From an optimization exercise on the open Yosys and OpenROAD flow, aimed at small area, a short achievable clock period and few clock cycles; shortcuts taken in it are not production practice.
The RTL was checked by simulation tests, not by an equivalence proof against the original design.

`flow/run.sh`:
```
#!/bin/bash
# synth_recipe.tcl (not shown) runs the flow's synth.tcl, then flattens the netlist and writes it again
# the make line also repeats each setting of config.mk as NAME=value (left out here)
make -C /OpenROAD-flow-scripts/flow DESIGN_CONFIG=/design/flow/config.mk WORK_HOME=/design/flow/orfs CLKGATE_MAP_FILE= SYNTH_SCRIPT=/design/flow/synth_recipe.tcl finish
```
`flow/config.mk`:
```
export PLATFORM = sky130hd
export DESIGN_NAME = irpc_classify
export DESIGN_NICKNAME = irpc_classify
export VERILOG_FILES = /design/flow/design.v
export SDC_FILE = /design/flow/constraint.sdc
export NUM_CORES = 4
export LEC_CHECK = 0
export CAP_MARGIN = 20
export CORE_MARGIN = 2
export CORE_UTILIZATION = 40
export SLEW_MARGIN = 20
```
`flow/constraint.sdc`:
```
create_clock -name core_clock -period 7.0 [get_ports {clk}]
set_input_delay 1.4000 -clock core_clock [delete_from_list [all_inputs] [get_ports {clk}]]
set_output_delay 1.4000 -clock core_clock [all_outputs]
set_load 0.01 [all_outputs]
```
`flow/design.v`:
```
module irpc_classify (
    input  wire        clk,
    input  wire        rst,       
    input  wire        start,     
    input  wire [1:0]  len,       
    input  wire [15:0] k0,        
    input  wire [15:0] k1,        
    output wire        ready,
    output reg         done,
    output reg  [2:0]  family,    
    output reg  [27:0] t_q        
);
    localparam [9:0] T_FIRST = 10'd300;
    localparam [9:0] T_LAST  = 10'd795;
    localparam [9:0] T_STEP  = 10'd5;
    localparam [1:0] S_IDLE = 2'd0, S_SCAN = 2'd1, S_RES = 2'd2;
    reg [1:0]  state;
    reg [9:0]  t;
    reg [15:0] a, b;
    reg        has0, has1;
    reg        f_aeha, f_nec, f_sony, f_iris;
    reg [9:0]  lo_aeha, hi_aeha, lo_nec, hi_nec;
    reg [9:0]  lo_sony, hi_sony, lo_iris, hi_iris;
    assign ready = (state == S_IDLE);
    function automatic is_mult;
        input [15:0] x;
        input [16:0] lower;   
        input [16:0] upper;   
        begin
            is_mult = ({1'b0, x} >= lower) && ({1'b0, x} < upper);
        end
    endfunction
    wire [16:0] w7  = t * 17'd7;
    wire [16:0] w9  = t * 17'd9;
    wire [16:0] w15 = t * 17'd15;
    wire [16:0] w17 = t * 17'd17;
    wire [16:0] w19 = t * 17'd19;
    wire [16:0] w31 = t * 17'd31;
    wire [16:0] w33 = t * 17'd33;
    wire a_m4  = has0 && is_mult(a, w7,  w9);
    wire a_m8  = has0 && is_mult(a, w15, w17);
    wire a_m9  = has0 && is_mult(a, w17, w19);
    wire a_m16 = has0 && is_mult(a, w31, w33);
    wire b_m4  = has1 && is_mult(b, w7,  w9);
    wire b_m8  = has1 && is_mult(b, w15, w17);
    wire b_m9  = has1 && is_mult(b, w17, w19);
    wire hit_aeha = a_m8  && b_m4;
    wire hit_nec  = a_m16 && b_m8;
    wire hit_sony = a_m4;
    wire hit_iris = a_m9  && b_m9;
    reg [2:0]  sel_family;
    reg [10:0] sel_t2;        
    always @(*) begin
        if (f_aeha) begin
            sel_family = 3'd1;
            sel_t2     = {1'b0, lo_aeha} + {1'b0, hi_aeha};
        end else if (f_nec) begin
            sel_family = 3'd2;
            sel_t2     = {1'b0, lo_nec} + {1'b0, hi_nec};
        end else if (f_sony) begin
            sel_family = 3'd3;
            sel_t2     = {1'b0, lo_sony} + {1'b0, hi_sony};
        end else if (f_iris) begin
            sel_family = 3'd4;
            sel_t2     = {1'b0, lo_iris} + {1'b0, hi_iris};
        end else begin
            sel_family = 3'd0;
            sel_t2     = 11'd0;
        end
    end
    always @(posedge clk) begin
        if (rst) begin
            state  <= S_IDLE;
            done   <= 1'b0;
            family <= 3'd0;
            t_q    <= 28'd0;
        end else begin
            done <= 1'b0;
            case (state)
                S_IDLE: begin
                    if (start) begin
                        a      <= k0;
                        b      <= k1;
                        has0   <= (len != 2'd0);
                        has1   <= len[1];
                        t      <= T_FIRST;
                        f_aeha <= 1'b0;
                        f_nec  <= 1'b0;
                        f_sony <= 1'b0;
                        f_iris <= 1'b0;
                        state  <= S_SCAN;
                    end
                end
                S_SCAN: begin
                    if (hit_aeha) begin
                        if (!f_aeha) lo_aeha <= t;
                        hi_aeha <= t;
                        f_aeha  <= 1'b1;
                    end
                    if (hit_nec) begin
                        if (!f_nec) lo_nec <= t;
                        hi_nec <= t;
                        f_nec  <= 1'b1;
                    end
                    if (hit_sony) begin
                        if (!f_sony) lo_sony <= t;
                        hi_sony <= t;
                        f_sony  <= 1'b1;
                    end
                    if (hit_iris) begin
                        if (!f_iris) lo_iris <= t;
                        hi_iris <= t;
                        f_iris  <= 1'b1;
                    end
                    if (t == T_LAST)
                        state <= S_RES;
                    else
                        t <= t + T_STEP;
                end
                default: begin  
                    family <= sel_family;
                    t_q    <= {10'd0, sel_t2, 7'd0};
                    done   <= 1'b1;
                    state  <= S_IDLE;
                end
            endcase
        end
    end
endmodule
```
==> flow_summary.toml <==
[status]
status = "finished clean"

[clocking]
root_buffer = "clkbuf_16"
numClockSinks = 145
post-cts-setup-buffer-count = 0
insertion_delay_ps = 440
cts_tree = "built"
cts_buffer_depth = 2
clk_pin_slew_ps = 80
ctsHoldBuffers = 0
cts_buffers = 17
cts_resized = 0
cts_max_level = 4

[power_and_ir_drop]
power_switching_mw = 1.39
p_total_mw = 3.54
switching_share_pct = 39.2
ir_drop_mv = 0.170
p_int_mw = 2.15
p_per_area_nw_per_um2 = 231
seqPwrFrac_pct = 28.4
leakagePower_nw = 6.53
power_frac_clock_pct = 26.1
p_comb_share_pct = 45.5

[setup_path]
rr_startpoint = "t[1]$_SDFFCE_PN0P_"
critPathMaxFanout = 17
critPathCaptureType = "register"
critPathMostFrequentCell = "ha_1"
critPathBufInv = 1
crit_path_top_delay_cell = "edfxtp_1"
max_stage_delay_ps = 930
path_class = "reg2reg"
cp.required_ps = 7130
crit_family = "adder cells"
r2r_cells = 20
arrival_ps = 6260
cp-start-kind = "register"
reg2reg_slack_ps = 880
path_depth = 20
crit_chain = "fa_1 -> fa_1 -> xor2_1 -> ha_1 -> a21o_1 -> ha_1 -> and3_1 -> o211ai_1 -> a31oi_1 -> o41ai_1 -> o21bai_1 -> a21oi_1 -> xor2_1 -> ha_1 -> nand3_1 -> nor3_1 -> a21oi_1 -> or2_2 -> nor3_1 -> buf_4"
timing.rr.end = "lo_nec[9]$_DFFE_PP_"

[logic_synthesis]
synth_top_cell_area_share_pct = 28.2
ys_ff_latch = 145
yosys-top-cells-area = "edfxtp_1 (28%), ha_1 (26%), fa_1 (6.0%)"
synth.top_cells.by_count = "ha_1 (284), edfxtp_1 (128), a21oi_1 (108), inv_1 (99), nor2_1 (85)"
synth.avg_cell_area_sq_um = 10.3
ys_types = 70
yosysSeqAreaShare_pct = 30.7
synth-async-reset-ratio_pct = 0
synth_cells = 1325
synth-edff-count = 128
yosys_warnings = 1
synth_area_leader_cell = "edfxtp_1"
yosysMostFrequentCell = "ha_1"
syn_area_sq_um = 13600
synth_flop_cell = "edfxtp_1"

[layout]
post-route-util_pct = 45.7
final_layout_size_suffix_gt1_share_pct = 5.51
top_regs = "a x16, b x16, t_q x11"
fillers = 3177
area_growth_pct = 12.6
n_antenna_cell = 0
nets = 1765

[floorplanning]
start_util_pct = 40.6
fp-row-count = 67
die_w_microns = 188
io_pins = 70
fp.dieH_microns = 188
core_sq_um = 33500
die_area_sq_um = 35500

[sta]
tightest_slew_ps = 961
fin_ws_ps = 876
fin_crit_sh_pct = 87.5
maxSlewHeadroom_pct = 35.7
tns_ps = 0
rsz0062_at_grt = "no"
post-route-min-period_ps = 6120
setup_viol = 0
fmax_mhz = 163
fin_skew_ps = 16.3
hold_viol = 0
slew_viol_final = 0

[route]
num_vias = 10215
wirelength_microns = 36500
ant_nets = 0
wl_per_cell_microns = 19.6
dr.pass1.iters = 5
route.detailed.drc = 0
drtIter0Drc = 479
routed_via_density = 5.48

[min_path]
hold_path_depth = 2
min_to = "family[1]$_SDFFE_PP0P_"
min_from = "family[1]$_SDFFE_PP0P_"
hp-class = "reg2reg"

[job]
maxCapViolations = 0

[placement]
dp_slack_ps = 995
post-dp-hpwl_microns = 28700
port_buffers = 52
place.gp.congestion = 0.916

[global_route]
grt_first_pass_wirelength_microns = 57100
grt_max_degree = 26
grt_antenna_before_repair = 0
grt_pass1_vias = 10399
grt.overflow.total = 0
grtUsageTotal_pct = 21.1
[layout make-up]
class	instances	area (sq um)	share of cell area [%]
clock inverters	13	119	0.775
inverters	101	379	2.47
repair buffers	74	698	4.55
clock buffers	19	464	3.03
flip-flops and latches	145	4180	27.3
multi-input cells	1064	8930	58.2
well taps	448	561	3.66
[placed cells by master (no fill, tap or decap), drive strengths merged, types with 20 or more instances in the layout]
| cell | instances |
|---|---|
| ha | 284 |
| nor2b | 25 |
| o21ai | 61 |
| nand3 | 21 |
| nand2 | 57 |
| nor2 | 85 |
| edfxtp | 128 |
| clkdlybuf4s50 | 52 |
| inv | 107 |
| buf | 22 |
| xnor2 | 53 |
| xor2 | 40 |
| a21o | 44 |
| fa | 41 |
| a21oi | 108 |
| nor3 | 20 |
[power groups by stage]
| stage | Clock (mW) | Combinational (mW) | Sequential, mW |
|---|---|---|---|
| 2_1_floorplan | 0 | 1.19 | 1.01 |
| 5_1_grt | 0.977 | 1.82 | 1.00 |
| 3_3_place_gp | 0 | 1.55 | 1.02 |
| 4_1_cts | 0.944 | 1.61 | 1.00 |
| 6_report | 0.925 | 1.61 | 1.00 |
| 3_5_place_dp | 0 | 1.60 | 1.02 |
[worst max-delay path by stage]
| stage | startpoint | end |
|---|---|---|
| 2_1_floorplan | t[4]$_SDFFCE_PN0P_ | lo_nec[0]$_DFFE_PP_ |
| 3_3_place_gp | t[1]$_SDFFCE_PN0P_ | lo_nec[8]$_DFFE_PP_ |
| 3_5_place_dp | t[1]$_SDFFCE_PN0P_ | lo_nec[8]$_DFFE_PP_ |
| 4_1_cts | t[1]$_SDFFCE_PN0P_ | lo_nec[4]$_DFFE_PP_ |
| 5_1_grt | t[1]$_SDFFCE_PN0P_ | lo_nec[9]$_DFFE_PP_ |
| 6_report | t[1]$_SDFFCE_PN0P_ | lo_nec[9]$_DFFE_PP_ |
[stage by stage]
step           cells  area, sq um  hold WS (ps)
2_1_floorplan   1341        13700           472
3_3_place_gp    1831        14700           456
3_5_place_dp    1832        14800           467
4_1_cts         1864        15300           477
5_1_grt         1864        15300           501
6_report        1864        15300           477
[metal layers]
metal,wire length [microns],part of all wire (%),GRT usage (%),vias up
met5,0,0,0,-
met3,1380,3.8,3.30,82
met4,1540,4.2,9.13,0
met1,16400,45,26.4,4896
li1,-,-,-,5030
met2,17200,47,36.0,207
[worst reg2reg max path, delay by kind of cell, from the launching register on]
family,cells,cell delay [ps]
flops,1,930
buf+inv,1,210
simple gates,5,920
fa+ha+maj,5,2170
xor+xnor,2,220
compound gates,7,1360
[logic make-up after synthesis]
| logic type | count (synthesis) | synth area share, % |
|---|---|---|
| xor gates and xnor gates | 93 | 5.98 |
| adders and majority gates | 327 | 32.3 |
| other | 1 | 0.0275 |
| and+or+nand+nor | 276 | 10.0 |
| buffers and inverters | 132 | 4.17 |
| muxes | 4 | 0.303 |
| DFF | 145 | 30.7 |
| AOI/OAI and AO/OA | 347 | 16.5 |
Testbench counts, summed over its fixed seeds: cycles 163,208.

==> re-timing with driven ports <==
How much do the figures lean on ideal ports? The routed layout below was timed once more, with nothing changed but the port constraints. Step 1: set_driving_cell puts a clkbuf_16 on clk and a buf_2 on each other input, an assumption about the parent block. Step 2 moves the port delays by t, midway between the first and last clock arrival at a register: inputs arrive t later, outputs are due t later. That takes back most of the time a late clock gives input paths. a / b / c = ideal ports / drivers / drivers and shift; a / b = the first two.
t (ns): 0.485
setup slack, ns: 0.876 / 0.876 / 0.876
hold WS [ns]: 0.477 / 0.477 / 0.477
After both steps setup and hold are still met in this run. For this run, drivers alone change the setup slack by 0.000 ns; drivers and shift together by 0.000 ns.
